Background: an optimization exercise with open tools, aiming at small area, a short achievable clock period and few clock cycles. Do not read the settings as production practice. The clock port is modelled as an ideal driver; clocking choices that lean on that would not hold on a real chip. Power figures rest on the tool's default switching activity, not on a simulated workload.

build 64:
==> flow/design.v (excerpt) <==
module cc1_codec (
    input  wire        clk,
    input  wire        rst,           
    input  wire        cmd_valid,
    input  wire [31:0] cmd,
    output wire        ready,
    input  wire [7:0]  buf_we,
    input  wire [63:0] buf_wdata,
    input  wire [8:0]  arg_we,
    input  wire [71:0] arg_wdata,
    output wire [63:0] buf_q,
    output wire [71:0] arg_q,
    output wire [71:0] out_q,
    output wire [7:0]  res,
    output wire [7:0]  status
);
    localparam [7:0] TYPE_A = 8'h21, TYPE_P = 8'h3F, TYPE_R = 8'h2A;
    reg [7:0] buf_r [0:7];            
    reg [7:0] arg_r [0:8];
    reg [7:0] out0, out1, out2;       
    reg [5:0] out3;                   
    reg       out4, out5, out6;       
    reg [7:0] res_r;
    reg       ill_r;
    reg [7:0] a_hc1, a_hc2;
    reg [7:0] p_hc1, p_hc2;
    reg [6:0] p_rp1;                  
    reg [1:0] p_lc;
    reg [3:0] p_lt;
    reg [1:0] p_lf;
    reg [7:0] r_hc1, r_hc2;
    reg [5:0] r_rh1;                  
    reg [7:0] r_tp1, r_tr1;           
    reg [5:0] r_al;
    reg       r_s, r_w, r_sy;
    assign ready = 1'b1;
    genvar gi;
    generate
        for (gi = 0; gi < 8; gi = gi + 1) begin : g_bufq
            assign buf_q[8*gi +: 8] = buf_r[gi];
        end
        for (gi = 0; gi < 9; gi = gi + 1) begin : g_argq
            assign arg_q[8*gi +: 8] = arg_r[gi];
        end
    endgenerate
    assign out_q  = {8'd0, 8'd0, 7'd0, out6, 7'd0, out5, 7'd0, out4,
                     2'd0, out3, out2, out1, out0};
    assign res    = res_r;
    assign status = {7'd0, ill_r};
  ...
For scale: roughly 1700 cells after synthesis, ~410 I/O pins.
==> flow/config.mk <==
export PLATFORM = sky130hd
export DESIGN_NAME = cc1_codec
export DESIGN_NICKNAME = cc1_codec
export VERILOG_FILES = /design/flow/design.v
export SDC_FILE = /design/flow/constraint.sdc
export NUM_CORES = 4
export LEC_CHECK = 0
export CAP_MARGIN = 20
export CORE_MARGIN = 2
export CORE_UTILIZATION = 40
export PLACE_DENSITY = 0.6
export SLEW_MARGIN = 20
==> flow/constraint.sdc <==
create_clock -name core_clock -period 10.0 [get_ports {clk}]
set_input_delay 2.0000 -clock core_clock [delete_from_list [all_inputs] [get_ports {clk}]]
set_output_delay 2.0000 -clock core_clock [all_outputs]
set_load 0.01 [all_outputs]
standard.sh (not shown) runs the stock make flow with config.mk's settings and CLKGATE_MAP_FILE= SYNTH_SCRIPT=/design/flow/synth_recipe.tcl, a recipe that flattens the netlist after the stock synthesis.
==> flow/flow/run.sh <==
#!/bin/bash
# ORFS layout via the standard.sh, in stages:
#  - port buffers from sky130_fd_sc_hd__buf_1 instead of the default cell;
#  - the three-input XOR/XNOR cells added to the platform's DONT_USE_CELLS,
#    so the CRC networks map to faster two-input XORs;
#  - synthesis, floorplan and placement with the default setup margin;
#  - CTS and global routing with timing repair aiming for the setup margin in
#    flow/margin.txt, followed by a power (area) recovery pass after CTS
#    (flow/post_cts.tcl).
# Each make invocation logs to its own file here; ORFS keeps per-step logs
# under orfs/logs.
set -euo pipefail
export BUFFER_PORTS_ARGS="-buffer_cell sky130_fd_sc_hd__buf_1"
base=$(make -s -C "$FLOW_HOME" DESIGN_CONFIG="$PWD/config.mk" WORK_HOME="$PWD/orfs" print-DONT_USE_CELLS 2> make_print.log | sed -n 's/^DONT_USE_CELLS: //p')
du="DONT_USE_CELLS=$base sky130_fd_sc_hd__xor3_1 sky130_fd_sc_hd__xor3_2 sky130_fd_sc_hd__xor3_4 sky130_fd_sc_hd__xnor3_1 sky130_fd_sc_hd__xnor3_2 sky130_fd_sc_hd__xnor3_4"
echo "$du" > dont_use.txt
bash standard.sh synth "$du" > make_synth.log 2>&1
bash standard.sh floorplan "$du" > make_floorplan.log 2>&1
bash standard.sh place "$du" > make_place.log 2>&1
export SETUP_SLACK_MARGIN=$(cat flow/margin.txt)
export POST_CTS_TCL=$PWD/flow/post_cts.tcl
bash standard.sh finish "$du" > make_finish.log 2>&1
==> flow/flow/margin.txt <==
6.5
==> flow/flow/post_cts.tcl <==
# Area recovery after CTS timing repair: downsize cells off the critical
# paths while keeping the setup margin that the repair aimed for.
estimate_parasitics -placement
repair_timing -recover_power 100 -setup_margin $::env(SETUP_SLACK_MARGIN) -verbose
detailed_placement
check_placement -verbose
report_design_area
Edits applied to the flow inputs when going from build 64 to trial 27:
- SYNTH_HIERARCHICAL: unset -> 1
- SYNTH_MINIMUM_KEEP_SIZE: unset -> 0
[summary]
Part of the power in registers was lower in the run labelled trial 27.
All of trial 27 and build 64 finish clean.
Compared with build 64, area of the core in trial 27 increased by a few percent.
For the wire length, trial 27 came in about 16% higher than build 64 did.
As far as number of hold-slack violations in the final timing report goes, trial 27 and build 64 are indistinguishable; the numbers are identical.
Trial 27: die area is 2200 um2 higher than what build 64 reported.
No run of this note included a check of the RTL's function; only the layout flow was run.

---

Another version of the RTL of cc1_codec (not shown whole).
For scale: about 1900 cells after synthesis, ~270 flip-flops, ~0.017 mm^2 of cells after synthesis.
export LEC_CHECK = 0
export CAP_MARGIN = 20
export CORE_MARGIN = 2
export CORE_UTILIZATION = 40
export PLACE_DENSITY = 0.6
export SETUP_SLACK_MARGIN = 5
export SLEW_MARGIN = 20
create_clock -name core_clock -period 10.0 [get_ports {clk}]
==> flow/flow/run.sh <==
#!/bin/bash
# Standard ORFS layout via the standard.sh, with the port buffers made
# from sky130_fd_sc_hd__buf_1 instead of the default choice of cell.
set -euo pipefail
export BUFFER_PORTS_ARGS="-buffer_cell sky130_fd_sc_hd__buf_1"
bash standard.sh > make_finish.log 2>&1
==> next run, changes <==
==> flow/flow/run.sh (replaced) <==
#!/bin/bash
set -euo pipefail
export BUFFER_PORTS_ARGS="-buffer_cell sky130_fd_sc_hd__buf_1"
if [[ -f flow/margin.txt ]]; then export SETUP_SLACK_MARGIN=$(cat flow/margin.txt); fi
bash standard.sh > make_finish.log 2>&1
==> flow/flow/margin.txt (new file) <==
6.5
- CORE_UTILIZATION: 40 -> 60
- PLACE_DENSITY: 0.6 -> 0.75
- SETUP_SLACK_MARGIN: 5 -> not set
After rerunning: Final area came out higher by about 12%; setup slack gains 0.65 ns; clock power is lower by about 10%; wire length goes up by about 12%.
==> next run, changes <==
- CORE_UTILIZATION: 60 -> 40
- PLACE_DENSITY: 0.75 -> 0.6
After rerunning:
- sequential cell count stays the same
- total power climbs by 3.8%
- cell area climbs by 4.3%
- die area climbs by 49%
No functional check of the RTL was part of any run of this note.

-- what the ideal ports hide --
No port has a modelled driver above. Below, the same layouts with a new extraction and two added sets of constraints. Step 1: set_driving_cell puts a clkbuf_16 on clk and a buf_2 on each other input, an assumption about the parent block. Step 2 times the ports against the registers' clock, not the clock port: input delays grow and output delays shrink by t, the midpoint of the rising clock arrivals with the driver on. Three values: ideal ports, drivers, drivers and shift; two values: the first two.
run | t (ns) | setup slack, ns | cell pins on the clock port's net
build 64 | 0.638 | 5.895 / 5.902 / 5.264 | 1
trial 27 | 0.601 | 5.574 / 5.577 / 4.975 | 1
the first run of note 2 | 0.611 | 5.154 / 5.154 / 4.584 | 1
the second run of note 2 | 0.617 | 5.804 / 5.804 / 5.212 | 1
the third run of note 2 | 0.647 | 6.047 / 6.057 / 5.410 | 1
After both steps setup and hold are still met in every run listed. For the third run of note 2, which loses most, drivers alone change the setup slack by +0.010 ns; drivers and shift together by -0.637 ns.
